This is an optimization exercise on Yosys and OpenROAD, whose aim is small area, not a production implementation.
Function was checked by simulation only, so behaviour that the tests miss may differ from the original.
Power and IR drop assume default switching activity.

## flow/config.mk

```make
export PLATFORM = sky130hd
export DESIGN_NAME = sps30_link
export DESIGN_NICKNAME = sps30_link
export VERILOG_FILES = /design/flow/design.v
export SDC_FILE = /design/flow/constraint.sdc
export NUM_CORES = 4
export LEC_CHECK = 0
export CAP_MARGIN = 20
export CORE_MARGIN = 2
export CORE_UTILIZATION = 40
export PLACE_DENSITY = 0.85
export SLEW_MARGIN = 20
export SYNTH_HIERARCHICAL = 1
```

## flow/constraint.sdc

```tcl
create_clock -name core_clock -period 55.0 [get_ports {clk}]
set_input_delay 11.0000 -clock core_clock [delete_from_list [all_inputs] [get_ports {clk}]]
set_output_delay 11.0000 -clock core_clock [all_outputs]
set_load 0.01 [all_outputs]
```

## flow/flow/run.sh

```bash
#!/bin/bash
# The standard ORFS layout (bash standard.sh), with these changes:
#  * synthesis maps logic with flow/abc_area_map.script (ORFS's speed-script
#    mapping passes with the delay target relaxed, then area-recovery
#    mapping rounds, and without abc's buffering and gate sizing) in place
#    of ORFS's abc_speed.script, and leaves adders to abc (no ADDER_MAP_FILE);
#  * clock tree synthesis uses clkbuf_16 clusters and no dummy loads.
# Registers, floorplan, power grid, tap cells, port buffers, placement and
# routing are the standard flow's. Each tool's output goes to a log file in
# this folder (and ORFS's own per-step logs under orfs/logs).
set -euo pipefail
work="$PWD"
rm -rf "$work/scripts_area"
cp -r "$FLOW_HOME/scripts" "$work/scripts_area"
cp "$work/flow/abc_area_map.script" "$work/scripts_area/abc_speed.script"
bash "$work/standard.sh" \
    "SCRIPTS_DIR=$work/scripts_area" \
    "ADDER_MAP_FILE=" \
    "CTS_ARGS=-sink_clustering_enable -repair_clock_nets -sink_clustering_size 30 -sink_clustering_max_diameter 80 -buf_list sky130_fd_sc_hd__clkbuf_16 -dont_use_dummy_load" \
    finish > "$work/standard_flow.log" 2>&1
```

## flow/standard.sh

```bash
#!/bin/bash
# synth_recipe.tcl (not shown) runs the flow's synth.tcl, then flattens the netlist and writes it again
# the make line also repeats each setting of config.mk as NAME=value (left out here)
make -C /OpenROAD-flow-scripts/flow DESIGN_CONFIG=/design/flow/config.mk WORK_HOME=/design/flow/orfs CLKGATE_MAP_FILE= SYNTH_SCRIPT=/design/flow/synth_recipe.tcl "${@:-finish}"
```

## flow/flow/abc_area_map.script

```
strash
&get -n
&st
&dch
&nf -R 1000
&st
&syn2
&if -g -K 6
&synch2
&nf -R 1000
&st
&syn2
&if -g -K 6
&synch2
&nf -R 1000
&st
&syn2
&if -g -K 6
&synch2
&nf -R 1000
&st
&syn2
&if -g -K 6
&synch2
&nf -R 1000
&st
&syn2
&if -g -K 6
&synch2
&nf -R 1000
&put
&st
&dch -f
&nf -R 1000 -C 32 -F 8
&put
topo
```

## flow/design.v

```verilog
module sps30_link (
    input  wire        clk,
    input  wire        rst,        
    input  wire        op_valid,
    input  wire [11:0] op,
    input  wire [7:0]  raddr,
    output reg  [7:0]  rdata
);
    localparam [2:0] FR_IDLE     = 3'd0,
                     FR_AWAIT    = 3'd1,
                     FR_READING  = 3'd2,
                     FR_COMPLETE = 3'd3,
                     FR_TIMEOUT  = 3'd4,
                     FR_PERR     = 3'd5;
    localparam [2:0] C_NONE      = 3'd0,
                     C_BAD_HDR   = 3'd1,
                     C_BAD_STUFF = 3'd2,
                     C_TOO_SHORT = 3'd3,
                     C_CHK       = 3'd4,
                     C_LEN       = 3'd5,
                     C_OVERFLOW  = 3'd6;
    localparam [2:0] WR_IDLE     = 3'd0,
                     WR_READING  = 3'd1,
                     WR_DONE     = 3'd2,
                     WR_ERR_CRC  = 3'd3,
                     WR_ERR_NONE = 3'd4,
                     WR_ERR_SHORT= 3'd5;
    function [7:0] crc8_mix(input [7:0] c);
        integer k;
        reg [7:0] c1;
        begin
            c1 = c;
            for (k = 0; k < 8; k = k + 1)
                c1 = c1[7] ? ({c1[6:0], 1'b0} ^ 8'h31) : {c1[6:0], 1'b0};
            crc8_mix = c1;
        end
    endfunction
    function is_reserved(input [7:0] b);
        is_reserved = (b == 8'h11) || (b == 8'h13) || (b == 8'h7D) || (b == 8'h7E);
    endfunction
    function is_replacement(input [7:0] b);
        is_replacement = (b == 8'h31) || (b == 8'h33) || (b == 8'h5D) || (b == 8'h5E);
    endfunction
    wire [3:0] opc = op[11:8];
    wire [7:0] arg = op[7:0];
    wire       go  = op_valid && !rst;
    wire op_chk_clr  = go && opc == 4'h1;
    wire op_chk_add  = go && opc == 4'h2;
    wire op_crc_init = go && opc == 4'h3;
    wire op_crc_upd  = go && opc == 4'h4;
    wire op_esc_put  = go && opc == 4'h5;
    wire op_desc_clr = go && opc == 4'h6;
    wire op_desc_put = go && opc == 4'h7;
    wire op_fr_start = go && opc == 4'h8;
    wire op_fr_byte  = go && opc == 4'h9;
    wire op_fr_tick  = go && opc == 4'hA;
    wire op_wr_start = go && opc == 4'hB;
    wire op_wr_byte  = go && opc == 4'hC;
    wire op_wr_end   = go && opc == 4'hD;
    wire op_ill      = go && opc[3:1] == 3'b111;
    reg [7:0]  chk_acc;
    reg [7:0]  crc8_reg;
    reg [7:0]  esc_a;
    reg [1:0]  esc_cnt;
    reg        desc_pend, desc_valid, desc_err;
    reg [7:0]  desc_out;
    reg        ill_op;
    reg [2:0]  fr_state;
    reg [2:0]  fr_cause;
    reg        fr_pend;
    reg [5:0]  fr_count;
    reg [7:0]  fr_timer;
    reg [7:0]  fr_sum;
    reg [7:0]  fr_buf [0:44];
    reg [2:0]  wr_state;
    reg [5:0]  wr_expect;
    reg [1:0]  wr_phase;
    reg [4:0]  wr_pairs;      
    reg        wr_d0z, wr_d1z;   
    reg [7:0]  wr_crc_t;         
    reg [7:0]  wr_buf [0:39];
    wire wr_reading = (wr_state == WR_READING);
    wire [7:0] crc_in  = (opc == 4'h4) ? crc8_reg :
                         (wr_phase == 2'd0) ? 8'hFF : wr_crc_t;
    wire [7:0] crc_out = crc8_mix(crc_in ^ arg);
    always @(posedge clk) begin
        if (rst) begin
            chk_acc    <= 8'h00;
            crc8_reg   <= 8'hFF;
            esc_a      <= 8'h00;
            esc_cnt    <= 2'd0;
            desc_pend  <= 1'b0;
            desc_valid <= 1'b0;
            desc_err   <= 1'b0;
            desc_out   <= 8'h00;
            ill_op     <= 1'b0;
        end else begin
            if (op_chk_clr)  chk_acc  <= 8'h00;
            if (op_chk_add)  chk_acc  <= chk_acc + arg;
            if (op_crc_init) crc8_reg <= 8'hFF;
            if (op_crc_upd)  crc8_reg <= crc_out;
            if (op_esc_put) begin
                esc_a   <= arg;
                esc_cnt <= is_reserved(arg) ? 2'd2 : 2'd1;
            end
            if (op_desc_clr) begin
                desc_pend  <= 1'b0;
                desc_valid <= 1'b0;
                desc_err   <= 1'b0;
                desc_out   <= 8'h00;
            end
            if (op_desc_put && !desc_err) begin
                if (desc_pend) begin
                    desc_pend <= 1'b0;
                    if (is_replacement(arg)) begin
                        desc_out   <= arg ^ 8'h20;
                        desc_valid <= 1'b1;
                    end else begin
                        desc_err   <= 1'b1;
                        desc_valid <= 1'b0;
                    end
                end else if (arg == 8'h7D) begin
                    desc_pend  <= 1'b1;
                    desc_valid <= 1'b0;
                end else begin
                    desc_out   <= arg;
                    desc_valid <= 1'b1;
                end
            end
            if (op_ill || (op_wr_start && !wr_reading && arg > 8'd40))
                ill_op <= 1'b1;
        end
    end
    wire       fr_reading    = (fr_state == FR_READING);
    wire       fr_want       = fr_pend ? is_replacement(arg) : (arg != 8'h7D && arg != 8'h7E);
    wire       fr_full       = (fr_count == 6'd45);
    wire       fr_store_en   = op_fr_byte && fr_reading && fr_want && !fr_full;
    wire [7:0] fr_store_data = fr_pend ? (arg ^ 8'h20) : arg;
    always @(posedge clk) begin
        if (rst) begin
            fr_state <= FR_IDLE;
            fr_cause <= C_NONE;
            fr_pend  <= 1'b0;
            fr_count <= 6'd0;
            fr_timer <= 8'd0;
            fr_sum   <= 8'd0;
        end else if (op_fr_start) begin
            if (fr_state != FR_AWAIT && !fr_reading) begin
                fr_state <= FR_AWAIT;
                fr_cause <= C_NONE;
                fr_pend  <= 1'b0;
                fr_count <= 6'd0;
                fr_timer <= 8'd0;
                fr_sum   <= 8'd0;
            end
        end else if (op_fr_tick) begin
            if (fr_state == FR_AWAIT || fr_reading) begin
                fr_timer <= fr_timer + 8'd1;
                if (fr_timer >= 8'd200)
                    fr_state <= FR_TIMEOUT;
            end
        end else if (op_fr_byte) begin
            if (fr_state == FR_AWAIT) begin
                if (arg == 8'h7E) begin
                    fr_state <= FR_READING;
                end else begin
                    fr_state <= FR_PERR;
                    fr_cause <= C_BAD_HDR;
                end
            end else if (fr_reading) begin
                if (fr_pend) begin
                    fr_pend <= 1'b0;
                    if (!fr_want) begin
                        fr_state <= FR_PERR;
                        fr_cause <= C_BAD_STUFF;
                    end
                end else if (arg == 8'h7D) begin
                    fr_pend <= 1'b1;
                end else if (arg == 8'h7E) begin
                    fr_state <= FR_PERR;
                    if (fr_count < 6'd3)
                        fr_cause <= C_TOO_SHORT;
                    else if (fr_count < 6'd5 || fr_buf[3] != {2'b00, fr_count - 6'd5})
                        fr_cause <= C_LEN;
                    else if (fr_sum != 8'hFF)
                        fr_cause <= C_CHK;
                    else
                        fr_state <= FR_COMPLETE;
                end
                if (fr_want) begin
                    if (fr_full) begin
                        fr_state <= FR_PERR;
                        fr_cause <= C_OVERFLOW;
                    end else begin
                        fr_count <= fr_count + 6'd1;
                        fr_sum   <= fr_sum + fr_store_data;
                    end
                end
            end
        end
    end
    integer fi;
    always @(posedge clk) begin
        for (fi = 0; fi < 45; fi = fi + 1)
            if (fr_store_en && fr_count == fi)
                fr_buf[fi] <= fr_store_data;
    end
    wire       wr_crc_ok  = (arg == wr_crc_t);
    wire [4:0] wr_pairs_1 = wr_pairs + 5'd1;
    wire       wr_append  = op_wr_byte && wr_reading && wr_phase == 2'd2 && wr_crc_ok;
    always @(posedge clk) begin
        if (rst) begin
            wr_state  <= WR_IDLE;
            wr_expect <= 6'd0;
            wr_phase  <= 2'd0;
            wr_pairs  <= 5'd0;
            wr_d0z    <= 1'b1;
            wr_d1z    <= 1'b1;
        end else if (op_wr_start) begin
            if (!wr_reading && arg <= 8'd40) begin
                wr_expect <= arg[5:0];
                wr_phase  <= 2'd0;
                wr_d0z    <= 1'b1;
                wr_d1z    <= 1'b1;
                wr_pairs  <= 5'd0;
                wr_state  <= (arg[5:1] == 5'd0) ? WR_ERR_NONE : WR_READING;
            end
        end else if (op_wr_byte) begin
            if (wr_reading) begin
                case (wr_phase)
                    2'd0: begin
                        wr_d0z   <= 1'b0;
                        wr_phase <= 2'd1;
                    end
                    2'd1: begin
                        wr_d1z   <= 1'b0;
                        wr_phase <= 2'd2;
                    end
                    default: begin
                        wr_phase <= 2'd0;
                        if (wr_crc_ok) begin
                            wr_pairs <= wr_pairs_1;
                            if ({wr_pairs_1, 1'b0} >= wr_expect)
                                wr_state <= WR_DONE;
                            else if (wr_pairs_1 == wr_expect[5:1])
                                wr_state <= WR_ERR_SHORT;
                        end else begin
                            wr_state <= WR_ERR_CRC;
                        end
                    end
                endcase
            end
        end else if (op_wr_end) begin
            if (wr_reading)
                wr_state <= (wr_pairs == 5'd0) ? WR_ERR_NONE : WR_ERR_SHORT;
        end
    end
    wire wr_put = op_wr_byte && wr_reading && !wr_phase[1];
    always @(posedge clk)
        if (wr_put) wr_crc_t <= crc_out;
    integer wi;
    always @(posedge clk) begin
        for (wi = 0; wi < 20; wi = wi + 1)
            if (wr_put && wr_pairs == wi) begin
                if (!wr_phase[0]) wr_buf[2*wi]     <= arg;
                else              wr_buf[2*wi + 1] <= arg;
            end
    end
    wire       wr_dprev = (wr_state != WR_ERR_CRC) &&
                          (raddr[0] ? (wr_phase == 2'd0 && !wr_d0z) : (wr_phase != 2'd2 && !wr_d1z));
    wire [4:0] wr_dptr  = wr_pairs - {4'd0, wr_dprev};
    wire       rd_req  = ~raddr[0];
    wire [4:0] m3_in   = rd_req ? wr_expect[5:1]
                                : (wr_pairs + {4'd0, wr_state == WR_ERR_CRC});
    wire [7:0] m3_out  = {2'b00, m3_in, 1'b0} + {3'b000, m3_in} +
                         {6'd0, rd_req ? 2'd0 : wr_phase};
    wire       fsel = (raddr[7:6] == 2'b01) || (raddr[7:2] == 6'b000101) ||
                      (raddr == 8'h18);
    wire [5:0] fidx = raddr[6] ? raddr[5:0] :
                      raddr[3] ? (fr_count - 6'd1) : {4'd0, raddr[1:0]};
    wire       dsel = (raddr == 8'h25 && !wr_d0z) || (raddr == 8'h26 && !wr_d1z);
    wire       wsel = (raddr[7:6] == 2'b10) || dsel;
    wire [5:0] widx = raddr[7] ? raddr[5:0] : {wr_dptr, ~raddr[0]};
    reg  [7:0] ctl;
    always @(*) begin
        ctl = 8'h00;
        case (raddr)
            8'h00: ctl = chk_acc;
            8'h01: ctl = ~chk_acc;
            8'h02: ctl = crc8_reg;
            8'h03: ctl = crc8_reg;
            8'h04: ctl = (esc_cnt == 2'd2) ? 8'h7D : esc_a;
            8'h05: ctl = (esc_cnt == 2'd2) ? (esc_a ^ 8'h20) : 8'h00;
            8'h06: ctl = {6'd0, esc_cnt};
            8'h07: ctl = {5'd0, desc_err, desc_valid, desc_pend};
            8'h08: ctl = desc_out;
            8'h09: ctl = {7'd0, ill_op};
            8'h10: ctl = {1'b0, fr_cause, fr_pend, fr_state};
            8'h11: ctl = {2'd0, fr_count};
            8'h12: ctl = fr_timer;
            8'h20: ctl = {2'd0, wr_phase, 1'b0, wr_state};
            8'h21: ctl = {2'd0, wr_expect};
            8'h22, 8'h23: ctl = m3_out;
            8'h24: ctl = {2'd0, wr_pairs, 1'b0};
            default: ctl = 8'h00;
        endcase
    end
    reg  [44:0]  fsel_oh;
    reg  [39:0]  wsel_oh;
    reg  [359:0] fr_flat;
    reg  [319:0] wr_flat;
    integer ri;
    always @(*) begin
        for (ri = 0; ri < 45; ri = ri + 1) begin
            fsel_oh[ri] = fsel && fidx == ri;
            fr_flat[8*ri +: 8] = fr_buf[ri];
        end
        for (ri = 0; ri < 40; ri = ri + 1) begin
            wsel_oh[ri] = wsel && widx == ri;
            wr_flat[8*ri +: 8] = wr_buf[ri];
        end
    end
    wire [7:0] buf_rd;
    sps30_link_rdplane #(.N(85)) u_rd (.sel({wsel_oh, fsel_oh}), .data({wr_flat, fr_flat}), .q(buf_rd));
    always @(*) rdata = ctl | buf_rd;
endmodule
module sps30_link_rdplane #(parameter N = 85) (
    input  wire [N-1:0]   sel,
    input  wire [8*N-1:0] data,
    output reg  [7:0]     q
);
    integer i;
    always @(*) begin
        q = 8'h00;
        for (i = 0; i < N; i = i + 1)
            q = q | ({8{sel[i]}} & data[8*i +: 8]);
    end
endmodule
```

==> impl_metrics.csv, run 1 <==
group,metric,value,unit
sta,finalSetupTns,0,ps
floorplanning,num_rows,101,
clock_network,cts_tree,"built",
sta,rsz0062_at_grt,"false",
yosys,synth-seq-cells,773,
clock_network,hold_buffers,0,
min_path,min_to,"esc_a[6]",
sta,min_period,28420,ps
worst_setup_path,cp_max_fo,17,
yosys,syn-num-nets,2215,
placement,dp.final_hpwl,80.4,mm
floorplanning,die_h,282,µm
clock_network,ctsResizeCount,0,
global_route,overflow,0,
worst_setup_path,critPathMaxStageDelay,990,ps
cells_and_area,layout_commonest_cell,"edfxtp_1",
sta,hold_viol_final,0,
pwr,p_per_area,28.6,nW/µm²
yosys,synth_compound_area_share,13.6,%
drt,wire_per_inst,34.0,µm
sta,maxSlewViolCount,0,
placement,gp_congestion,1.05,
drt,viasPerCell,6.70,
yosys,synthCells,2192,
yosys,synth_xor_area_share,1.79,%
global_route,grt_use_total,28.8,%
clock_network,post-cts-setup-buffers,0,
floorplanning,die_area,79300,µm²
worst_setup_path,cp.arrival,17420,ps
yosys,synthSimpleGateAreaFrac,11.1,%
floorplanning,core,76100,µm²
pwr,fin_total_pwr,980,µW
cells_and_area,top_register,"fr_buf",
placement,dp.cells,3375,
drt,drc_errors,0,
sta,whs,452,ps
worst_setup_path,crit_chain,"clkdlybuf4s50_1 -> nor2_1 -> nand2_1 -> nor2_1 -> o21ai_0 -> a21oi_1 -> nor2b_1 -> nand2_1 -> nor2_1 -> a22oi_1 -> nand4_1 -> nor4_1 -> nand3_1 -> a221oi_1 -> o211ai_1 -> a211oi_1 -> o21ai_0 -> clkdlybuf4s50_1",
sta,setup_viol,0,
yosys,ys_seq_area_share,72.5,%
cells_and_area,top_regs,"fr_buf (360), wr_buf (320)",
global_route,grt_pass1_vias,21100,
job,max_cap_violations,0,
worst_setup_path,crit_top_cell,"nor2_1",
yosys,ys_types,57,
global_route,grt_pass1_wl,159,mm
sta,clock_skew,102,ps
floorplanning,fp.dieW,282,µm
yosys,synth_top_flop_cell,"edfxtp_1",
clock_network,clk_pin_slew,30,ps
pwr,cellLeakagePower,0.0103,µW
clock_network,worstSkewPairLatency,640,ps
yosys,synth_top_family_by_area,"compound AO/OA/AOI/OAI gates",
floorplanning,io_pins,31,
yosys,synth-edff-count,688,
worst_setup_path,reg2reg_from,"fr_state[1]",
clock_network,cts_num_sinks,773,
cells_and_area,fill_cells,6721,
worst_setup_path,cp_top_family,"simple AND/OR/NAND/NOR gates",
sta,fmax,35.2,MHz
placement,io_buffers,30,
pwr,ir_drop,0.0000265,V
run_status,outcome,"finished clean",
cells_and_area,final_cell_mix,"edfxtp_1 (688), nor2_1 (276), a22oi_1 (260)",
sta,setup_ws,26580,ps
yosys,synth-adder-area-share,0.357,%
drt,drt-pass1-iter-count,9,
worst_setup_path,crit_slowest_cell,"clkdlybuf4s50_1",
placement,dp_slack,26980,ps
worst_setup_path,worstSetupPathDepth,18,
clock_network,root_buffer,"clkbuf_16",
worst_setup_path,r2r_slack,51190,ps
cells_and_area,finalNonFillerCells,3413,
yosys,muxShareOfSynthArea,0.458,%
cells_and_area,drive_gt1_share,8.27,%
floorplanning,initial_core_util,40.5,%
min_path,hold_class,"register to register",
worst_setup_path,required,44000,ps
worst_setup_path,crit_type,"input pin to primary output",
yosys,ys_warn_count,10,
cells_and_area,layout.nets,2407,
clock_network,cts_buffer_depth,3,
yosys,syn_avg_cell_area,14.1,µm²
clock_network,cts-buffers-inserted,35,
yosys,synthArstFlopShare,0,%
global_route,grt_max_degree,88,
global_route,antenna_found_initial,6,
drt,drtIter0Drc,4688,
cells_and_area,largest_reg_flops,360,
yosys,syn-cell-area,30800,µm²
worst_setup_path,cp_num_buf_inv,2,
sta,tightestPinTransition,1250,ps
drt,totalWireLength,116,mm
drt,via_count,22900,
sta,slew_headroom,16.9,%
worst_setup_path,start_kind,"input pin",
cells_and_area,syn2layout_area_growth,11.3,%
min_path,min_from,"esc_a[6]",
sta,finalCritPeriodShare,51.7,%
clock_network,htree_levels,2,
worst_setup_path,r2r-end,"fr_buf[6][0]",
min_path,holdPathStages,2,
worst_setup_path,ff2ff_path_depth,6,
worst_setup_path,crit_path_end_kind,"primary output",
drt,ant_nets,0,
[area by class of cell]
cell class | instances | area, µm² | area share, %
antenna | 1 | 2.50 | 0.00729
timing repair buffer | 155 | 1210 | 3.51
tap | 1030 | 1290 | 3.75
sequential | 773 | 22400 | 65.1
multi-input combinational | 1401 | 8530 | 24.8
clock buffer | 35 | 876 | 2.55
inverter | 18 | 67.6 | 0.197
[worst reg2reg max path: stages, from the launching register on]
cell and delay (ps):
dfxtp_1 470, nor3b_1 430, nand3_1 340, nor3_1 390, nand2_1 550, nor3_1 1060, buf_4 330
[worst max-delay path by stage]
| stage | startpoint | to | slack (ps) |
|---|---|---|---|
| 2_1_floorplan | raddr[0] | rdata[0] | 29860 |
| 3_3_place_gp | raddr[0] | rdata[1] | 27010 |
| 3_5_place_dp | raddr[0] | rdata[1] | 26980 |
| 4_1_cts | raddr[0] | rdata[1] | 26960 |
| 5_1_grt | raddr[0] | rdata[1] | 26510 |
| 6_report | raddr[1] | rdata[4] | 26580 |
[Yosys cell counts (18+ instances only)]
| cell | n | area share (%) |
|---|---|---|
| xor2_1 | 26 | 0.74 |
| a22oi_1 | 260 | 6.3 |
| o21ai_0 | 58 | 0.94 |
| a21oi_1 | 101 | 1.6 |
| edfxtp_1 | 688 | 67 |
| xnor2_1 | 37 | 1.1 |
| nor2_1 | 293 | 3.6 |
| dfxtp_1 | 85 | 5.5 |
| nand4_1 | 81 | 1.6 |
| nand2_1 | 114 | 1.4 |
| nor4_1 | 21 | 0.43 |
| nand3_1 | 48 | 0.78 |
| clkinv_1 | 18 | 0.22 |
| nor3_1 | 82 | 1.3 |
| nand2b_1 | 28 | 0.57 |
| a222oi_1 | 55 | 1.8 |
[stage by stage]
stage               instance area, µm²  utilization (%)
finish                           34300             45.1
global route                     34300             45.1
CTS                              34300             45.1
detailed placement               33400             43.9
global placement                 33400             43.9
floorplan                        30800                -
[cells by family after synthesis]
| group | after synthesis |
|---|---|
| multiplexers | 14 |
| flip-flops | 773 |
| XOR/XNOR | 63 |
| adder cells (fa/ha/maj) | 11 |
| buffers and inverters | 18 |
| AND/OR/NAND/NOR | 731 |
| AO/OA/AOI/OAI | 582 |
[metal layers]
metal | track usage (%) | part of all wire [%] | vias to the layer above
met5 | 0 | 0.0095 | -
met4 | 17.4 | 7.7 | 2
met3 | 9.09 | 16 | 431
met2 | 42.8 | 43 | 2155
met1 | 36.8 | 34 | 11000
li1 | - | - | 9232
[power by group]
| group | leakage, µW | internal, µW | switching [µW] |
|---|---|---|---|
| Clock | 0.000431 | 115 | 173 |
| Combinational | 0.00296 | 13.7 | 38.8 |
| Sequential | 0.00687 | 638 | 0.921 |
==> run 2: changes to the inputs <==
--- a/flow/flow/run.sh
+++ b/flow/flow/run.sh
@@ -17,4 +17,5 @@
     "SCRIPTS_DIR=$work/scripts_area" \
     "ADDER_MAP_FILE=" \
+    "BUFFER_PORTS_ARGS=-buffer_cell sky130_fd_sc_hd__buf_1" \
     "CTS_ARGS=-sink_clustering_enable -repair_clock_nets -sink_clustering_size 30 -sink_clustering_max_diameter 80 -buf_list sky130_fd_sc_hd__clkbuf_16 -dont_use_dummy_load" \
     finish > "$work/standard_flow.log" 2>&1
==> run 2 against run 1 <==
  * Global-route usage up 0.18 points
  * Fmax up 2.7%
  * Critical path depth up 3
  * Critical path type unchanged
  * Synthesized area unchanged
  * Hold slack better by 6.8 ps
  * Worst setup slack better by 750 ps
  * Combinational power down 3.8%
  * Clock power about the same
  * First-iteration DRC count down 12%
  * Cell count down 0.26%
==> impl_metrics.csv, run 2 <==
group,metric,value,unit
yosys,synth_common_cells,"edfxtp_1 (688), nor2_1 (293), a22oi_1 (260)",
drt,ant_nets,0,
clock_network,root_buffer,"clkbuf_16",
floorplanning,die_area,79300,µm²
global_route,grt_pass1_vias,21100,
clock_network,cts_num_sinks,773,
yosys,syn_avg_cell_area,14.1,µm²
drt,drtIter0Drc,4109,
sta,setup_ws,27330,ps
clock_network,htree_levels,2,
worst_setup_path,crit_top_cell,"o21ai_0",
cells_and_area,fill_cells,6836,
worst_setup_path,crit_type,"input pin to primary output",
clock_network,post-cts-setup-buffers,0,
clock_network,worstSkewPairLatency,630,ps
yosys,syn-num-nets,2215,
sta,tightestPinTransition,1250,ps
pwr,p_per_area,28.7,nW/µm²
worst_setup_path,critPathMaxStageDelay,670,ps
floorplanning,fp.dieW,282,µm
clock_network,clk_pin_slew,70,ps
run_status,outcome,"finished clean",
pwr,intPower,768,µW
worst_setup_path,cp_max_fo,42,
yosys,synth_xor_area_share,1.79,%
floorplanning,initial_core_util,40.5,%
cells_and_area,layout_commonest_cell,"edfxtp_1",
yosys,ys_types,57,
yosys,ys_seq_area_share,72.5,%
yosys,yosys-top-cells-area,"edfxtp_1 (67%), a22oi_1 (6.3%), dfxtp_1 (5.5%)",
worst_setup_path,cp_top_family,"simple AND/OR/NAND/NOR gates",
sta,slew_headroom,16.7,%
cells_and_area,top_register,"fr_buf",
min_path,min_from,"fr_sum[7]",
yosys,synthSimpleGateAreaFrac,11.1,%
pwr,seq_power_share,65.2,%
cells_and_area,final_cell_mix,"edfxtp_1 (688), nor2_1 (275), a22oi_1 (260)",
sta,hold_viol_final,0,
yosys,synth-seq-cells,773,
yosys,synth_top_family_by_area,"compound AO/OA/AOI/OAI gates",
yosys,ys_warn_count,10,
worst_setup_path,crit_path_end_kind,"primary output",
yosys,synth_area_leader_cell,"edfxtp_1",
clock_network,ctsResizeCount,0,
clock_network,cts_buffer_depth,3,
yosys,syn-cell-area,30800,µm²
pwr,p_sw,213,µW
drt,drc_errors,0,
pwr,clockPowerShare,29.7,%
drt,viasPerCell,6.75,
sta,min_period,27670,ps
yosys,synthCells,2192,
sta,setup_viol,0,
yosys,synth_compound_area_share,13.6,%
pwr,ir_drop,0.0000198,V
sta,maxSlewViolCount,0,
clock_network,hold_buffers,0,
yosys,synth_top_flop_cell,"edfxtp_1",
placement,dp.final_hpwl,80.4,mm
min_path,hold_class,"register to register",
placement,gp_congestion,1.08,
clock_network,cts-buffers-inserted,36,
worst_setup_path,cp_num_buf_inv,2,
placement,dp_slack,27630,ps
floorplanning,core,76100,µm²
cells_and_area,layout.nets,2395,
placement,dp.cells,3361,
sta,finalSetupTns,0,ps
placement,io_buffers,30,
drt,drt-pass1-iter-count,7,
drt,via_count,23000,
worst_setup_path,crit_chain,"clkbuf_2 -> nand2_1 -> o21ai_0 -> nand2_1 -> or2_0 -> nor2_1 -> xnor2_1 -> o21ai_0 -> or2_0 -> nand2b_1 -> nor2_1 -> a222oi_1 -> nand3_1 -> nor4_1 -> nand3_1 -> a221o_1 -> a221oi_1 -> o21ai_0 -> a31oi_1 -> o211ai_1 -> buf_1",
sta,fmax,36.1,MHz
sta,finalCritPeriodShare,50.3,%
cells_and_area,syn2layout_area_growth,10.7,%
cells_and_area,fin_util,44.9,%
sta,clock_skew,81.9,ps
job,max_cap_violations,0,
cells_and_area,drive_gt1_share,7.89,%
worst_setup_path,r2r_slack,51450,ps
worst_setup_path,crit_slowest_cell,"nor4_1",
drt,totalWireLength,116,mm
clock_network,cts_tree,"built",
yosys,synthArstFlopShare,0,%
global_route,grt_use_total,28.9,%
cells_and_area,seq_area,22400,µm²
worst_setup_path,cp-startpoint,"raddr[0]",
drt,wire_per_inst,34.2,µm
yosys,synth.top_cell.area_share,67.0,%
yosys,muxShareOfSynthArea,0.458,%
pwr,swShare,21.7,%
pwr,fin_total_pwr,981,µW
floorplanning,die_h,282,µm
floorplanning,num_rows,101,
global_route,antenna_found_initial,5,
yosys,synth-adder-area-share,0.357,%
floorplanning,io_pins,31,
cells_and_area,top_regs,"fr_buf (360), wr_buf (320)",
worst_setup_path,reg2reg_from,"fr_state[1]",
worst_setup_path,start_kind,"input pin",
global_route,overflow,0,
cells_and_area,finalNonFillerCells,3404,
worst_setup_path,required,44000,ps
sta,rsz0062_at_grt,"false",
yosys,synth-edff-count,688,
worst_setup_path,cp.arrival,16670,ps
pwr,cellLeakagePower,0.0101,µW
pwr,comb_power_share,5.1,%
yosys,synth.most_common_cell,"edfxtp_1",
global_route,grt_pass1_wl,160,mm
global_route,grt_max_degree,88,
cells_and_area,multiInputGateArea,8530,µm²
cells_and_area,largest_reg_flops,360,
==> run 2: stage by stage <==
step	area (µm²)	hold slack (ps)
after CTS	34100	459
after detailed placement	33200	449
after global placement	33200	439
after global routing	34100	478
after floorplan	30800	426
final	34100	459
==> run 2: cell families (layout without fill, tap and decap cells) <==
logic type | Yosys count | in the layout
flip-flops | 773 | 773
AND/OR/NAND/NOR | 731 | 731
AO/OA/AOI/OAI | 582 | 582
XOR/XNOR | 63 | 63
buffers and inverters | 18 | 196
multiplexers | 14 | 14
adder cells (fa/ha/maj) | 11 | 11
other | 0 | 4
==> run 2: layout make-up <==
cell class / instances / area share [%]
antenna: 4 / 0.0293
clock buffer: 36 / 2.64
inverter: 18 / 0.198
multi-input combinational: 1401 / 25.0
sequential: 773 / 65.5
tap: 1030 / 3.78
timing repair buffer: 142 / 2.87
==> run 2: layer usage <==
layer / vias up / track usage, % / part of all wire [%]
li1: 9218 / - / -
met1: 11100 / 36.6 / 34
met2: 2214 / 42.4 / 42
met3: 449 / 10.1 / 16
met4: 4 / 18.5 / 8.2
met5: - / 0 / 0.022
==> run 2: power groups by stage <==
stage,clock (µW),sequential [µW],combinational (µW)
after floorplan,0,652,20.3
after global placement,0,653,47.1
after detailed placement,0,653,47.7
after CTS,289,639,47.9
after global routing,307,639,52.0
final,291,639,50.5
==> run 2: worst register-to-register path: stages, from the launching register on <==
cell	delay (ps)
dfxtp_1	450
nor3b_1	390
nand3_1	340
nor3_1	390
nand2_1	550
nor2_2	1010
==> run 2: path summary, 6_finish.rpt <==
check	to	cells after the start
max	rdata[1]	21
min	fr_sum[7]	1
max reg2reg	fr_buf[8][1]	5
min reg2reg	fr_sum[7]	1
==> run 3: changes to the inputs <==
--- a/flow/flow/run.sh
+++ b/flow/flow/run.sh
@@ -17,5 +17,4 @@
     "SCRIPTS_DIR=$work/scripts_area" \
     "ADDER_MAP_FILE=" \
-    "BUFFER_PORTS_ARGS=-buffer_cell sky130_fd_sc_hd__buf_1" \
     "CTS_ARGS=-sink_clustering_enable -repair_clock_nets -sink_clustering_size 30 -sink_clustering_max_diameter 80 -buf_list sky130_fd_sc_hd__clkbuf_16 -dont_use_dummy_load" \
     finish > "$work/standard_flow.log" 2>&1
--- a/flow/config.mk
+++ b/flow/config.mk
@@ -6,8 +6,8 @@
 export NUM_CORES = 4
 export LEC_CHECK = 0
-export CAP_MARGIN = 20
+export CAP_MARGIN = 5
 export CORE_MARGIN = 2
 export CORE_UTILIZATION = 40
-export PLACE_DENSITY = 0.85
-export SLEW_MARGIN = 20
+export GPL_TIMING_DRIVEN = 0
+export SLEW_MARGIN = 5
 export SYNTH_HIERARCHICAL = 1
==> run 3 against run 2 <==
  * The layout now fails its checks (capacitance limit, slew limit)
  * Clock skew is 1.4 ps lower
  * Utilization is 0.49 points higher
  * Synthesized cell count stayed put
  * Largest power group unchanged
  * Highest routed layer unchanged
==> impl_metrics.csv, run 3 <==
group,metric,value,unit
clock_network,cts_tree,"built",
clock_network,root_buffer,"clkbuf_16",
yosys,ys_seq_area_share,72.5,%
sta,whs,454,ps
yosys,synth_top_flop_cell,"edfxtp_1",
worst_setup_path,required,44000,ps
worst_setup_path,start_kind,"input pin",
yosys,synth-edff-count,688,
sta,hold_viol_final,0,
worst_setup_path,cp_max_fo,17,
clock_network,htree_levels,2,
cells_and_area,layout_commonest_cell,"edfxtp_1",
pwr,p_per_area,28.8,nW/µm²
job,max_cap_violations,1,
yosys,synth_common_cells,"edfxtp_1 (688), nor2_1 (293), a22oi_1 (260)",
pwr,fin_total_pwr,995,µW
placement,dp.cells,3312,
cells_and_area,multiInputGateArea,8720,µm²
floorplanning,initial_core_util,40.5,%
floorplanning,io_pins,31,
cells_and_area,final_cell_mix,"edfxtp_1 (688), nor2_1 (260), a22oi_1 (260)",
cells_and_area,fin_util,45.4,%
cells_and_area,top_register,"fr_buf",
worst_setup_path,r2r_slack,51030,ps
worst_setup_path,r2r-end,"wr_buf[33][0]",
global_route,antenna_found_initial,4,
yosys,synthCells,2192,
sta,clock_skew,80.5,ps
worst_setup_path,cp.arrival,18090,ps
cells_and_area,largest_reg_flops,360,
drt,drt-pass1-iter-count,9,
cells_and_area,top_regs,"fr_buf (360), wr_buf (320)",
yosys,synth-seq-cells,773,
floorplanning,num_rows,101,
global_route,grt_pass1_wl,160,mm
yosys,ys_types,57,
sta,rsz0062_at_grt,"false",
pwr,swShare,21.9,%
global_route,grt_max_degree,85,
clock_network,post-cts-setup-buffers,0,
cells_and_area,fill_cells,6886,
placement,io_buffers,30,
sta,fmax,34.4,MHz
worst_setup_path,crit_slowest_cell,"clkdlybuf4s50_1",
worst_setup_path,crit_type,"input pin to primary output",
worst_setup_path,cp-startpoint,"raddr[1]",
pwr,seq_power_share,64.2,%
yosys,yosys-top-cells-area,"edfxtp_1 (67%), a22oi_1 (6.3%), dfxtp_1 (5.5%)",
sta,finalSetupTns,0,ps
worst_setup_path,crit_top_cell,"nor2_1",
pwr,p_sw,218,µW
floorplanning,core,76100,µm²
yosys,synth.top_cell.area_share,67.0,%
yosys,synth.most_common_cell,"edfxtp_1",
floorplanning,fp.dieW,282,µm
yosys,synth_area_leader_cell,"edfxtp_1",
sta,tightestPinTransition,1510,ps
worst_setup_path,crit_path_end_kind,"primary output",
drt,via_count,22300,
sta,min_period,29090,ps
worst_setup_path,crit_chain,"clkdlybuf4s50_1 -> nor2_1 -> nand2_1 -> nor2_1 -> o21ai_0 -> a21oi_1 -> nor2b_1 -> nand2_1 -> nor2_1 -> a22oi_1 -> nand4_1 -> nor4_1 -> nand3_1 -> a221o_1 -> a221oi_1 -> o21ai_0 -> a31oi_1 -> o211ai_1 -> clkdlybuf4s50_1",
floorplanning,die_area,79300,µm²
floorplanning,die_h,282,µm
global_route,grt_pass1_vias,20600,
drt,ant_nets,0,
cells_and_area,syn2layout_area_growth,11.9,%
pwr,ir_drop,0.0000195,V
worst_setup_path,critPathMaxStageDelay,1060,ps
pwr,comb_power_share,5.4,%
sta,finalCritPeriodShare,52.9,%
clock_network,cts-buffers-inserted,38,
yosys,synthArstFlopShare,0,%
sta,setup_viol,0,
run_status,violatedChecks,"capacitance limit, slew limit",
drt,drtIter0Drc,3593,
yosys,syn-cell-area,30800,µm²
cells_and_area,finalNonFillerCells,3355,
pwr,intPower,777,µW
cells_and_area,drive_gt1_share,8.05,%
drt,viasPerCell,6.65,
pwr,clockPowerShare,30.4,%
run_status,outcome,"failed layout checks",
min_path,hold_class,"register to register",
global_route,grt_use_total,29.2,%
worst_setup_path,crit_end,"rdata[1]",
clock_network,worstSkewPairLatency,620,ps
yosys,syn-num-nets,2215,
clock_network,hold_buffers,0,
clock_network,ctsResizeCount,0,
cells_and_area,seq_area,22400,µm²
placement,gp_congestion,0.976,
clock_network,cts_num_sinks,773,
clock_network,clk_pin_slew,50,ps
sta,maxSlewViolCount,9,
pwr,cellLeakagePower,0.0101,µW
worst_setup_path,reg2reg_from,"wr_state[0]",
placement,dp.final_hpwl,82.7,mm
drt,totalWireLength,117,mm
drt,drc_errors,0,
yosys,ys_warn_count,10,
sta,slew_headroom,-1.03,%
yosys,syn_avg_cell_area,14.1,µm²
worst_setup_path,ff2ff_path_depth,5,
drt,wire_per_inst,34.8,µm
clock_network,cts_buffer_depth,3,
cells_and_area,layout.nets,2348,
global_route,overflow,0,
-- run 3: worst min-delay path by stage --
stage	startpoint	cells past startpoint	end	slack, ps
floorplan	desc_out[5]	2	desc_out[5]	430
detailed placement	esc_a[4]	2	esc_a[4]	450
finish	esc_a[4]	2	esc_a[4]	450
global placement	esc_a[6]	2	esc_a[6]	440
global route	esc_a[4]	2	esc_a[4]	480
CTS	esc_a[4]	2	esc_a[4]	450
-- run 3: area by class of cell --
cell class / count / share of cell area [%]
Multi-Input combinational cell: 1401 / 25.3
Sequential cell: 773 / 64.8
Antenna cell: 2 / 0.0145
Timing Repair Buffer: 93 / 3.22
Tap cell: 1030 / 3.73
Clock buffer: 38 / 2.76
Inverter: 18 / 0.196
-- run 3: cell families (layout without fill, tap and decap cells) --
kind of cell / Yosys count / in the layout / share of synthesized area (%)
flip-flops: 773 / 773 / 72.5
AND/OR/NAND/NOR: 731 / 731 / 11.1
AO/OA/AOI/OAI: 582 / 582 / 13.6
XOR/XNOR: 63 / 63 / 1.79
buffers and inverters: 18 / 149 / 0.219
multiplexers: 14 / 14 / 0.458
adder cells (fa/ha/maj): 11 / 11 / 0.357
other: 0 / 2 / 0
-- run 3: metrics by stage --
stage               area (µm²)  setup slack [ps]
floorplan                30800             29860
global placement         32400             25000
detailed placement       33500             26270
CTS                      34400             26230
global route             34500             25840
finish                   34500             25910
-- run 3: critical path: cells and delay by family --
family / cells / cell delay [ps]
AOI/OAI and AO/OA: 8 / 2280
buffers and inverters: 2 / 1590
and+or+nand+nor: 9 / 3190
-- run 3: layer usage --
metal	vias up	GRT usage [%]	part of all wire (%)
li1	9146	-	-
met1	11300	38.4	38
met2	1552	45.2	45
met3	289	7.85	12
met4	8	13.2	5.4
met5	-	0.794	0.11
-- run 3: power groups by stage --
stage	Clock (µW)	Sequential, µW	Combinational (µW)
after global routing	320	639	56.4
final	302	639	54.1
after global placement	0	655	49.2
after detailed placement	0	652	52.2
after CTS	303	639	52.4
after floorplan	0	652	20.3
==> run 4: changes to the inputs <==
--- a/flow/flow/run.sh
+++ b/flow/flow/run.sh
@@ -5,5 +5,6 @@
 #    mapping rounds, and without abc's buffering and gate sizing) in place
 #    of ORFS's abc_speed.script, and leaves adders to abc (no ADDER_MAP_FILE);
-#  * clock tree synthesis uses clkbuf_16 clusters and no dummy loads.
+#  * clock tree synthesis uses clkbuf_16 clusters of up to 30 sinks and no
+#    dummy loads.
 # Registers, floorplan, power grid, tap cells, port buffers, placement and
 # routing are the standard flow's. Each tool's output goes to a log file in
--- a/flow/config.mk
+++ b/flow/config.mk
@@ -6,8 +6,8 @@
 export NUM_CORES = 4
 export LEC_CHECK = 0
-export CAP_MARGIN = 5
+export CAP_MARGIN = 20
 export CORE_MARGIN = 2
 export CORE_UTILIZATION = 40
-export GPL_TIMING_DRIVEN = 0
-export SLEW_MARGIN = 5
+export PLACE_DENSITY = 0.85
+export SLEW_MARGIN = 20
 export SYNTH_HIERARCHICAL = 1
==> run 4 against run 3 <==
  * Now clean on timing, DRC and antenna
  * Fmax rose by 2.3%
  * Synthesized area did not move
  * Power fell by 1.5%
  * Sequential share of layout area rose by 0.34 points
  * Clock power fell by 5%
  * Highest routed layer unchanged
==> impl_metrics.csv, run 4 <==
group,metric,value,unit
run_status,outcome,"finished clean",
cells_and_area,top_regs,"fr_buf (360), wr_buf (320)",
cells_and_area,final_cell_mix,"edfxtp_1 (688), nor2_1 (276), a22oi_1 (260)",
cells_and_area,layout.nets,2407,
worst_setup_path,cp_top_family,"simple AND/OR/NAND/NOR gates",
drt,drc_errors,0,
clock_network,clk_pin_slew,30,ps
floorplanning,core,76100,µm²
sta,clock_skew,102,ps
yosys,synth-seq-cells,773,
global_route,antenna_found_initial,6,
clock_network,cts_num_sinks,773,
yosys,synth.most_common_cell,"edfxtp_1",
yosys,synthCells,2192,
sta,maxSlewViolCount,0,
worst_setup_path,crit_top_cell,"nor2_1",
sta,tightestPinTransition,1250,ps
floorplanning,die_area,79300,µm²
sta,hold_viol_final,0,
worst_setup_path,cp_num_buf_inv,2,
floorplanning,fp.dieW,282,µm
worst_setup_path,required,44000,ps
sta,fmax,35.2,MHz
sta,rsz0062_at_grt,"false",
drt,ant_nets,0,
clock_network,cts-buffers-inserted,35,
worst_setup_path,crit_type,"input pin to primary output",
worst_setup_path,start_kind,"input pin",
worst_setup_path,cp_max_fo,17,
worst_setup_path,crit_path_end_kind,"primary output",
drt,wire_per_inst,34.0,µm
pwr,ir_drop,0.0000265,V
placement,gp_congestion,1.05,
yosys,synth-edff-count,688,
sta,setup_viol,0,
clock_network,worstSkewPairLatency,640,ps
pwr,cellLeakagePower,0.0103,µW
worst_setup_path,cp.arrival,17420,ps
worst_setup_path,crit_slowest_cell,"clkdlybuf4s50_1",
sta,min_period,28420,ps
cells_and_area,layout_commonest_cell,"edfxtp_1",
global_route,overflow,0,
worst_setup_path,critPathMaxStageDelay,990,ps
floorplanning,num_rows,101,
yosys,yosys-top-cells-area,"edfxtp_1 (67%), a22oi_1 (6.3%), dfxtp_1 (5.5%)",
drt,drtIter0Drc,4688,
yosys,ys_warn_count,10,
cells_and_area,largest_reg_flops,360,
yosys,synth_area_leader_cell,"edfxtp_1",
cells_and_area,syn2layout_area_growth,11.3,%
yosys,syn-cell-area,30800,µm²
yosys,ys_seq_area_share,72.5,%
yosys,syn-num-nets,2215,
placement,dp.final_hpwl,80.4,mm
job,max_cap_violations,0,
yosys,synth.top_cell.area_share,67.0,%
yosys,synthArstFlopShare,0,%
clock_network,post-cts-setup-buffers,0,
clock_network,root_buffer,"clkbuf_16",
yosys,syn_avg_cell_area,14.1,µm²
pwr,fin_total_pwr,980,µW
drt,totalWireLength,116,mm
cells_and_area,top_register,"fr_buf",
global_route,grt_use_total,28.8,%
floorplanning,die_h,282,µm
floorplanning,io_pins,31,
yosys,synth_common_cells,"edfxtp_1 (688), nor2_1 (293), a22oi_1 (260)",
global_route,grt_pass1_wl,159,mm
global_route,grt_pass1_vias,21100,
sta,finalSetupTns,0,ps
min_path,hold_class,"register to register",
clock_network,ctsResizeCount,0,
floorplanning,initial_core_util,40.5,%
drt,via_count,22900,
clock_network,hold_buffers,0,
yosys,synth_top_flop_cell,"edfxtp_1",
drt,drt-pass1-iter-count,9,
sta,finalCritPeriodShare,51.7,%
global_route,grt_max_degree,88,
pwr,p_per_area,28.6,nW/µm²
clock_network,cts_buffer_depth,3,
sta,slew_headroom,16.9,%
yosys,ys_types,57,
drt,viasPerCell,6.70,
placement,io_buffers,30,
cells_and_area,drive_gt1_share,8.27,%
clock_network,cts_tree,"built",
worst_setup_path,crit_chain,"clkdlybuf4s50_1 -> nor2_1 -> nand2_1 -> nor2_1 -> o21ai_0 -> a21oi_1 -> nor2b_1 -> nand2_1 -> nor2_1 -> a22oi_1 -> nand4_1 -> nor4_1 -> nand3_1 -> a221oi_1 -> o211ai_1 -> a211oi_1 -> o21ai_0 -> clkdlybuf4s50_1",
clock_network,htree_levels,2,
==> run 4: cell counts after synthesis <==
Identical to the previous run, type by type.
==> run 4: cells by family after synthesis <==
group	synth area share, %
muxes	0.458
adders and majority gates	0.357
AOI/OAI and AO/OA	13.6
buffers and inverters	0.219
DFF	72.5
and+or+nand+nor	11.1
xor gates and xnor gates	1.79
==> run 4: per-layer routing <==
| metal | wire (µm) | up-vias | global-route usage [%] | part of all wire (%) |
|---|---|---|---|---|
| li1 | - | 9232 | - | - |
| met1 | 38900 | 11000 | 36.8 | 34 |
| met2 | 49600 | 2155 | 42.8 | 43 |
| met3 | 18600 | 431 | 9.09 | 16 |
| met4 | 8950 | 2 | 17.4 | 7.7 |
| met5 | 11 | - | 0 | 0.0095 |
==> run 4: worst register-to-register path, delay by kind of cell (launching register included) <==
family / cells / cell delay [ps]
buf+inv: 1 / 330
simple gates: 5 / 2770
flops: 1 / 470
==> run 4: stage by stage <==
step                      area, µm²  hold WS (ps)  setup slack [ps]  utilization [%]  instances
final                         34300           452             26580             45.1       3413
after global routing          34300           467             26510             45.1       3412
after CTS                     34300           452             26960             45.1       3410
after detailed placement      33400           448             26980             43.9       3375
after global placement        33400           440             27010             43.9       3375
after floorplan               30800           426             29860                -       2192
==> run 4: area by class of cell <==
cell class / instances / area (µm²)
Clock buffer: 35 / 876
Fill cell: 6721 / 41700
Sequential cell: 773 / 22400
Inverter: 18 / 67.6
Antenna cell: 1 / 2.50
Timing Repair Buffer: 155 / 1210
Multi-Input combinational cell: 1401 / 8530
Tap cell: 1030 / 1290
==> run 4: path summary, 6_finish.rpt <==
| kind | start | to | slack (ps) | cells past startpoint |
|---|---|---|---|---|
| max | raddr[1] | rdata[4] | 26580 | 18 |
| min | esc_a[6] | esc_a[6] | 450 | 2 |
| max reg2reg | fr_state[1] | fr_buf[6][0] | 51190 | 6 |
| min reg2reg | esc_a[6] | esc_a[6] | 450 | 2 |
==> run 4: where the power goes <==
group          switching (µW)  internal [µW]  total (µW)
Sequential              0.921            638         639
Combinational            38.8           13.7        52.5
Clock                     173            115         288
Total                     213            767         980
==> run 5: changes to the inputs <==
--- a/flow/flow/run.sh
+++ b/flow/flow/run.sh
@@ -6,6 +6,7 @@
 #    of ORFS's abc_speed.script, and leaves adders to abc (no ADDER_MAP_FILE);
 #  * clock tree synthesis uses clkbuf_16 clusters of up to 30 sinks and no
-#    dummy loads.
-# Registers, floorplan, power grid, tap cells, port buffers, placement and
+#    dummy loads;
+#  * the buffer placed on each input and output port is buf_1.
+# Registers, floorplan, power grid, tap cells, placement and
 # routing are the standard flow's. Each tool's output goes to a log file in
 # this folder (and ORFS's own per-step logs under orfs/logs).
@@ -18,4 +19,5 @@
     "SCRIPTS_DIR=$work/scripts_area" \
     "ADDER_MAP_FILE=" \
+    "BUFFER_PORTS_ARGS=-buffer_cell sky130_fd_sc_hd__buf_1" \
     "CTS_ARGS=-sink_clustering_enable -repair_clock_nets -sink_clustering_size 30 -sink_clustering_max_diameter 80 -buf_list sky130_fd_sc_hd__clkbuf_16 -dont_use_dummy_load" \
     finish > "$work/standard_flow.log" 2>&1
--- a/flow/flow/abc_area_map.script
+++ b/flow/flow/abc_area_map.script
@@ -33,4 +33,10 @@
 &dch -f
 &nf -R 1000 -C 32 -F 8
+&st
+&dch -f
+&nf -R 1000 -C 32 -F 8
+&st
+&dch -f
+&nf -R 1000 -C 32 -F 8
 &put
 topo
--- a/flow/config.mk
+++ b/flow/config.mk
@@ -8,5 +8,5 @@
 export CAP_MARGIN = 20
 export CORE_MARGIN = 2
-export CORE_UTILIZATION = 40
+export CORE_UTILIZATION = 55
 export PLACE_DENSITY = 0.85
 export SLEW_MARGIN = 20
==> run 5 against run 4 <==
  * Flip-flop and latch count unchanged
  * Routed wire length increased by 18%
  * Clock-buffer cell count increased by 2
  * Non-clock buffer count increased by 7
  * Synthesized cell count unchanged
==> impl_metrics.csv, run 5 <==
group,metric,value,unit
worst_setup_path,start_kind,"input pin",
placement,dp.final_hpwl,95.2,mm
clock_network,worstSkewPairLatency,630,ps
worst_setup_path,crit_slowest_cell,"nor4_1",
global_route,grt_pass1_wl,182,mm
cells_and_area,top_regs,"fr_buf (360), wr_buf (320)",
worst_setup_path,crit_chain,"buf_1 -> buf_4 -> clkinv_1 -> a221oi_1 -> nand3_1 -> nor2_1 -> nor2_1 -> a21oi_1 -> or2_0 -> or2_0 -> nor2_1 -> a22oi_1 -> nand4_1 -> nor4_1 -> nand3_1 -> a21oi_1 -> o211ai_1 -> buf_1",
clock_network,cts-buffers-inserted,37,
cells_and_area,syn2layout_area_growth,10.4,%
global_route,antenna_found_initial,8,
yosys,yosys-top-cells-area,"edfxtp_1 (67%), a22oi_1 (6.7%), dfxtp_1 (5.5%)",
yosys,synth_top_flop_cell,"edfxtp_1",
cells_and_area,fin_util,61.6,%
drt,viasPerCell,7.56,
placement,gp_congestion,1.05,
sta,min_period,27870,ps
cells_and_area,finalInstanceArea,34000,µm²
worst_setup_path,required,44000,ps
worst_setup_path,cp_num_buf_inv,4,
worst_setup_path,cp.arrival,16870,ps
worst_setup_path,crit_path_end_kind,"primary output",
job,max_cap_violations,0,
floorplanning,die_area,57900,µm²
placement,io_buffers,30,
run_status,outcome,"finished clean",
clock_network,hold_buffers,0,
yosys,syn-num-nets,2215,
sta,maxSlewViolCount,0,
sta,clock_skew,68.8,ps
clock_network,cts_tree,"built",
drt,ant_nets,0,
cells_and_area,top_register,"fr_buf",
worst_setup_path,cp_max_fo,30,
yosys,synth.most_common_cell,"edfxtp_1",
floorplanning,fp.dieW,241,µm
drt,via_count,23800,
yosys,syn_avg_cell_area,14.0,µm²
cells_and_area,layout.nets,2416,
worst_setup_path,crit_type,"input pin to primary output",
global_route,grt_pass1_vias,21600,
sta,setup_ws,27130,ps
sta,setup_viol,0,
yosys,synth-seq-cells,773,
yosys,synth.top_cell.area_share,67.1,%
yosys,synthArstFlopShare,0,%
floorplanning,core,55200,µm²
global_route,overflow,0,
pwr,cellLeakagePower,0.0103,µW
yosys,ys_types,58,
yosys,synth-edff-count,688,
drt,wire_per_inst,43.5,µm
yosys,synthCells,2192,
floorplanning,die_h,241,µm
cells_and_area,drive_gt1_share,9.49,%
global_route,grt_max_degree,78,
clock_network,post-cts-setup-buffers,0,
placement,dp_slack,27480,ps
sta,slew_headroom,14.8,%
worst_setup_path,crit_top_cell,"nor2_1",
drt,drtIter0Drc,4576,
worst_setup_path,critPathMaxStageDelay,960,ps
drt,totalWireLength,137,mm
clock_network,cts_buffer_depth,3,
clock_network,root_buffer,"clkbuf_16",
global_route,grt_use_total,47.8,%
worst_setup_path,cp_top_family,"simple AND/OR/NAND/NOR gates",
yosys,syn-cell-area,30800,µm²
clock_network,ctsResizeCount,0,
clock_network,cts_num_sinks,773,
pwr,ir_drop,0.0000292,V
floorplanning,io_pins,31,
sta,finalCritPeriodShare,50.7,%
sta,finalSetupTns,0,ps
sta,whs,470,ps
clock_network,htree_levels,2,
floorplanning,num_rows,86,
drt,drt-pass1-iter-count,10,
sta,tightestPinTransition,1270,ps
sta,rsz0062_at_grt,"false",
placement,placed_cell_area,33000,µm²
cells_and_area,largest_reg_flops,360,
yosys,ys_warn_count,10,
yosys,ys_seq_area_share,72.6,%
min_path,hold_class,"register to register",
cells_and_area,layout_commonest_cell,"edfxtp_1",
yosys,synth_area_leader_cell,"edfxtp_1",
cells_and_area,final_cell_mix,"edfxtp_1 (688), a22oi_1 (275), nor2_1 (255)",
pwr,p_per_area,29.3,nW/µm²
drt,drc_errors,0,
yosys,synth_common_cells,"edfxtp_1 (688), nor2_1 (295), a22oi_1 (275)",
sta,hold_viol_final,0,
floorplanning,initial_core_util,55.8,%
sta,fmax,35.9,MHz
clock_network,clk_pin_slew,90,ps
## run 5: per-stage QoR
step	power (µW)	std cells
6_report	996	3145
3_5_place_dp	705	3101
4_1_cts	990	3138
2_1_floorplan	674	2192
3_3_place_gp	705	3100
5_1_grt	1010	3139
## run 5: cell families (layout without fill, tap and decap cells)
logic type	Yosys count	in the layout	synth area share, %
XOR/XNOR	56	56	1.59
AND/OR/NAND/NOR	726	726	11.0
buffers and inverters	23	222	0.280
other	0	6	0
AO/OA/AOI/OAI	603	603	14.2
flip-flops	773	773	72.6
multiplexers	3	3	0.0976
adder cells (fa/ha/maj)	8	8	0.260
## run 5: final cells by class
cell class / count / area, µm²
flip-flops and latches: 773 / 22400
well taps: 748 / 936
fillers: 4199 / 21200
multi-input cells: 1396 / 8540
inverters: 23 / 86.3
diodes: 6 / 15.0
repair buffers: 162 / 1130
clock buffers: 37 / 926
## run 5: worst paths after layout
kind	slack (ps)	cells after the start	endpoint	from
setup / recovery	27130	18	rdata[7]	raddr[0]
hold / removal	470	2	esc_a[4]	esc_a[4]
setup reg to reg	50950	8	fr_buf[39][4]	fr_pend
hold reg to reg	470	2	esc_a[4]	esc_a[4]
## run 5: power by group
| group | switching (µW) | internal [µW] |
|---|---|---|
| Sequential | 0.879 | 638 |
| Combinational | 43.3 | 12.7 |
| Clock | 180 | 121 |
| Total | 224 | 772 |
## run 5: worst min-delay path, stage by stage (launching register included)
cell and delay (ps):
dfxtp_1 320, nand2_1 50, a21oi_1 50
## run 5: layer usage
metal  GRT usage, %  vias to the layer above  routed length, µm
li1               -                     9275                  -
met1           58.6                    11600              44200
met2           70.3                     2314              59100
met3           15.5                      540              20200
met4           37.2                       10              13400
met5              0                        -                 70
==> run 6: changes to the inputs <==
--- a/flow/flow/abc_area_map.script
+++ b/flow/flow/abc_area_map.script
@@ -33,10 +33,4 @@
 &dch -f
 &nf -R 1000 -C 32 -F 8
-&st
-&dch -f
-&nf -R 1000 -C 32 -F 8
-&st
-&dch -f
-&nf -R 1000 -C 32 -F 8
 &put
 topo
--- a/flow/config.mk
+++ b/flow/config.mk
@@ -8,5 +8,5 @@
 export CAP_MARGIN = 20
 export CORE_MARGIN = 2
-export CORE_UTILIZATION = 55
+export CORE_UTILIZATION = 40
 export PLACE_DENSITY = 0.85
 export SLEW_MARGIN = 20
==> run 6 against run 5 <==
  * Sequential share of layout area is 0.27 points lower
  * First-iteration DRC count shrank 10%
  * Clock skew is 13 ps higher
  * Clock power shrank 3%
  * Global-route usage decreased by 19 points
  * Clock-buffer cell count shrank 1
  * Worst setup slack better by 200 ps
  * Register-to-register slack improved by 500 ps
  * Hold slack worse by 12 ps
  * Routed wire length shrank 15%
  * Utilization decreased by 17 points
  * Largest power group unchanged
==> impl_metrics.csv, run 6 <==
group,metric,value,unit
floorplanning,io_pins,31,
cells_and_area,finalInstanceArea,34100,µm²
drt,wire_per_inst,34.2,µm
cells_and_area,top_register,"fr_buf",
global_route,grt_pass1_vias,21100,
job,max_cap_violations,0,
worst_setup_path,ff2ff_path_depth,5,
drt,drc_errors,0,
global_route,antenna_found_initial,5,
floorplanning,num_rows,101,
floorplanning,initial_core_util,40.5,%
yosys,synthArstFlopShare,0,%
worst_setup_path,crit_path_end_kind,"primary output",
global_route,grt_use_total,28.9,%
yosys,ys_types,57,
yosys,synth_area_leader_cell,"edfxtp_1",
clock_network,cts_num_sinks,773,
min_path,hold_class,"register to register",
placement,io_buffers,30,
clock_network,clk_pin_slew,70,ps
drt,totalWireLength,116,mm
drt,ant_nets,0,
cells_and_area,largest_reg_flops,360,
min_path,holdPathStages,1,
clock_network,htree_levels,2,
global_route,overflow,0,
min_path,min_from,"fr_sum[7]",
yosys,syn_avg_cell_area,14.1,µm²
drt,drt-pass1-iter-count,7,
run_status,outcome,"finished clean",
yosys,ys_seq_area_share,72.5,%
cells_and_area,layout.nets,2395,
worst_setup_path,required,44000,ps
global_route,grt_pass1_wl,160,mm
sta,rsz0062_at_grt,"false",
sta,fmax,36.1,MHz
cells_and_area,final_cell_mix,"edfxtp_1 (688), nor2_1 (275), a22oi_1 (260)",
floorplanning,core,76100,µm²
worst_setup_path,cp-startpoint,"raddr[0]",
clock_network,ctsResizeCount,0,
yosys,synth.most_common_cell,"edfxtp_1",
placement,gp_congestion,1.08,
pwr,cellLeakagePower,0.0101,µW
clock_network,root_buffer,"clkbuf_16",
cells_and_area,top_regs,"fr_buf (360), wr_buf (320)",
clock_network,cts_tree,"built",
cells_and_area,syn2layout_area_growth,10.7,%
cells_and_area,drive_gt1_share,7.89,%
drt,drtIter0Drc,4109,
yosys,syn-num-nets,2215,
pwr,p_per_area,28.7,nW/µm²
placement,placed_cell_area,33200,µm²
placement,dp.final_hpwl,80.4,mm
clock_network,cts_buffer_depth,3,
floorplanning,die_h,282,µm
floorplanning,die_area,79300,µm²
sta,setup_viol,0,
global_route,grt_max_degree,88,
sta,min_period,27670,ps
worst_setup_path,cp.arrival,16670,ps
yosys,synth_common_cells,"edfxtp_1 (688), nor2_1 (293), a22oi_1 (260)",
yosys,synth.top_cell.area_share,67.0,%
clock_network,cts-buffers-inserted,36,
pwr,ir_drop,0.0000198,V
worst_setup_path,crit_type,"input pin to primary output",
clock_network,worstSkewPairLatency,630,ps
yosys,synth-seq-cells,773,
sta,finalSetupTns,0,ps
worst_setup_path,critPathMaxStageDelay,670,ps
yosys,ys_warn_count,10,
yosys,syn-cell-area,30800,µm²
sta,hold_viol_final,0,
yosys,yosys-top-cells-area,"edfxtp_1 (67%), a22oi_1 (6.3%), dfxtp_1 (5.5%)",
clock_network,post-cts-setup-buffers,0,
sta,tightestPinTransition,1250,ps
floorplanning,fp.dieW,282,µm
yosys,synth-edff-count,688,
drt,via_count,23000,
clock_network,hold_buffers,0,
worst_setup_path,crit_top_cell,"o21ai_0",
worst_setup_path,cp_max_fo,42,
sta,finalCritPeriodShare,50.3,%
drt,viasPerCell,6.75,
worst_setup_path,crit_slowest_cell,"nor4_1",
sta,slew_headroom,16.7,%
worst_setup_path,start_kind,"input pin",
worst_setup_path,reg2reg_from,"fr_state[1]",
yosys,synthCells,2192,
sta,clock_skew,81.9,ps
yosys,synth_top_flop_cell,"edfxtp_1",
worst_setup_path,crit_chain,"clkbuf_2 -> nand2_1 -> o21ai_0 -> nand2_1 -> or2_0 -> nor2_1 -> xnor2_1 -> o21ai_0 -> or2_0 -> nand2b_1 -> nor2_1 -> a222oi_1 -> nand3_1 -> nor4_1 -> nand3_1 -> a221o_1 -> a221oi_1 -> o21ai_0 -> a31oi_1 -> o211ai_1 -> buf_1",
cells_and_area,layout_commonest_cell,"edfxtp_1",
sta,maxSlewViolCount,0,
## run 6: changes by cell type in the layout (fill, tap and decap cells not counted), moves of 6 or more
cell	before	now
a221oi_1	10	16
a22oi_1	275	260
buf_4	132	110
mux2i_1	3	13
nand2_1	129	114
nor2_1	255	275
nor2_2	34	17
nor3_1	54	72
## run 6: logic make-up after synthesis
| group | after synthesis | synth area share [%] |
|---|---|---|
| and+or+nand+nor | 731 | 11.1 |
| adders and majority gates | 11 | 0.357 |
| AOI/OAI and AO/OA | 582 | 13.6 |
| buffers and inverters | 18 | 0.219 |
| muxes | 14 | 0.458 |
| DFF | 773 | 72.5 |
| xor gates and xnor gates | 63 | 1.79 |
## run 6: layout make-up
type | count | area (µm²)
fill | 6836 | 41900
clock buffer | 36 | 901
sequential | 773 | 22400
multi-input combinational | 1401 | 8530
tap | 1030 | 1290
timing repair buffer | 142 | 978
antenna | 4 | 10.0
inverter | 18 | 67.6
## run 6: path summary, 6_finish.rpt
| path | end | slack [ps] |
|---|---|---|
| worst max-delay path | rdata[1] | 27330 |
| worst min-delay path | fr_sum[7] | 460 |
| worst max register to register | fr_buf[8][1] | 51450 |
| worst min register to register | fr_sum[7] | 460 |
## run 6: power by group
| group | total, µW | switching [µW] | leakage [µW] | internal [µW] |
|---|---|---|---|---|
| Combinational | 50.5 | 39.1 | 0.00283 | 11.4 |
| Clock | 291 | 173 | 0.000444 | 118 |
| Sequential | 639 | 0.902 | 0.00687 | 638 |
| Total | 981 | 213 | 0.0101 | 768 |
## run 6: layer usage
layer	GRT usage [%]	vias up	share of wire, %
met5	0	-	0.022
met4	18.5	4	8.2
met3	10.1	449	16
met2	42.4	2214	42
met1	36.6	11100	34
li1	-	9218	-
## run 6: through the flow
| stage | cells | util (%) | hold slack (ps) | total power, µW | setup slack (ps) |
|---|---|---|---|---|---|
| 2_1_floorplan | 2192 | - | 426 | 673 | 29860 |
| 6_report | 3404 | 44.9 | 459 | 981 | 27330 |
| 3_3_place_gp | 3359 | 43.6 | 439 | 700 | 27710 |
| 3_5_place_dp | 3361 | 43.6 | 449 | 700 | 27630 |
| 4_1_cts | 3397 | 44.8 | 459 | 976 | 27610 |
| 5_1_grt | 3400 | 44.9 | 478 | 998 | 27180 |
## run 6: critical path: cells and delay by family
family | cells | cell delay [ps]
AOI/OAI and AO/OA | 8 | 2020
xor gates and xnor gates | 1 | 80
buffers and inverters | 2 | 800
and+or+nand+nor | 10 | 2770

==> re-timing with driven ports <==
The flow's constraints put no driver on any port. The routed layouts listed below were extracted and timed again, unchanged, in two steps. Step 1 sets driving cells, clkbuf_16 on the clock port and buf_2 on the other inputs (assumed; they add their load-dependent delay and slew). Step 2, shift: input delay + t, output delay - t, t = (earliest + latest rising clock arrival at the registers) / 2. This alone moves slack from input paths to output paths. Three values: ideal ports, drivers, drivers and shift; two values: the first two.
| run | t, ns | setup slack, ns | clock arrival spread, ns | pins driven straight from the clock port |
|---|---|---|---|---|
| run 1 | 0.644 | 26.578 / 26.556 / 26.556 | 0.111 / 0.112 | 1 |
| run 2 | 0.645 | 27.329 / 27.308 / 27.308 | 0.082 / 0.083 | 1 |
| run 3 | 0.647 | 25.911 / 25.887 / 25.887 | 0.084 / 0.083 | 1 |
| run 4 | 0.644 | 26.578 / 26.556 / 26.556 | 0.111 / 0.112 | 1 |
| run 5 | 0.648 | 27.129 / 27.096 / 27.096 | 0.094 / 0.094 | 1 |
| run 6 | 0.645 | 27.329 / 27.308 / 27.308 | 0.082 / 0.083 | 1 |
The setup slack of run 5, which loses most, moves by -0.033 ns with the drivers and by -0.033 ns with both steps.
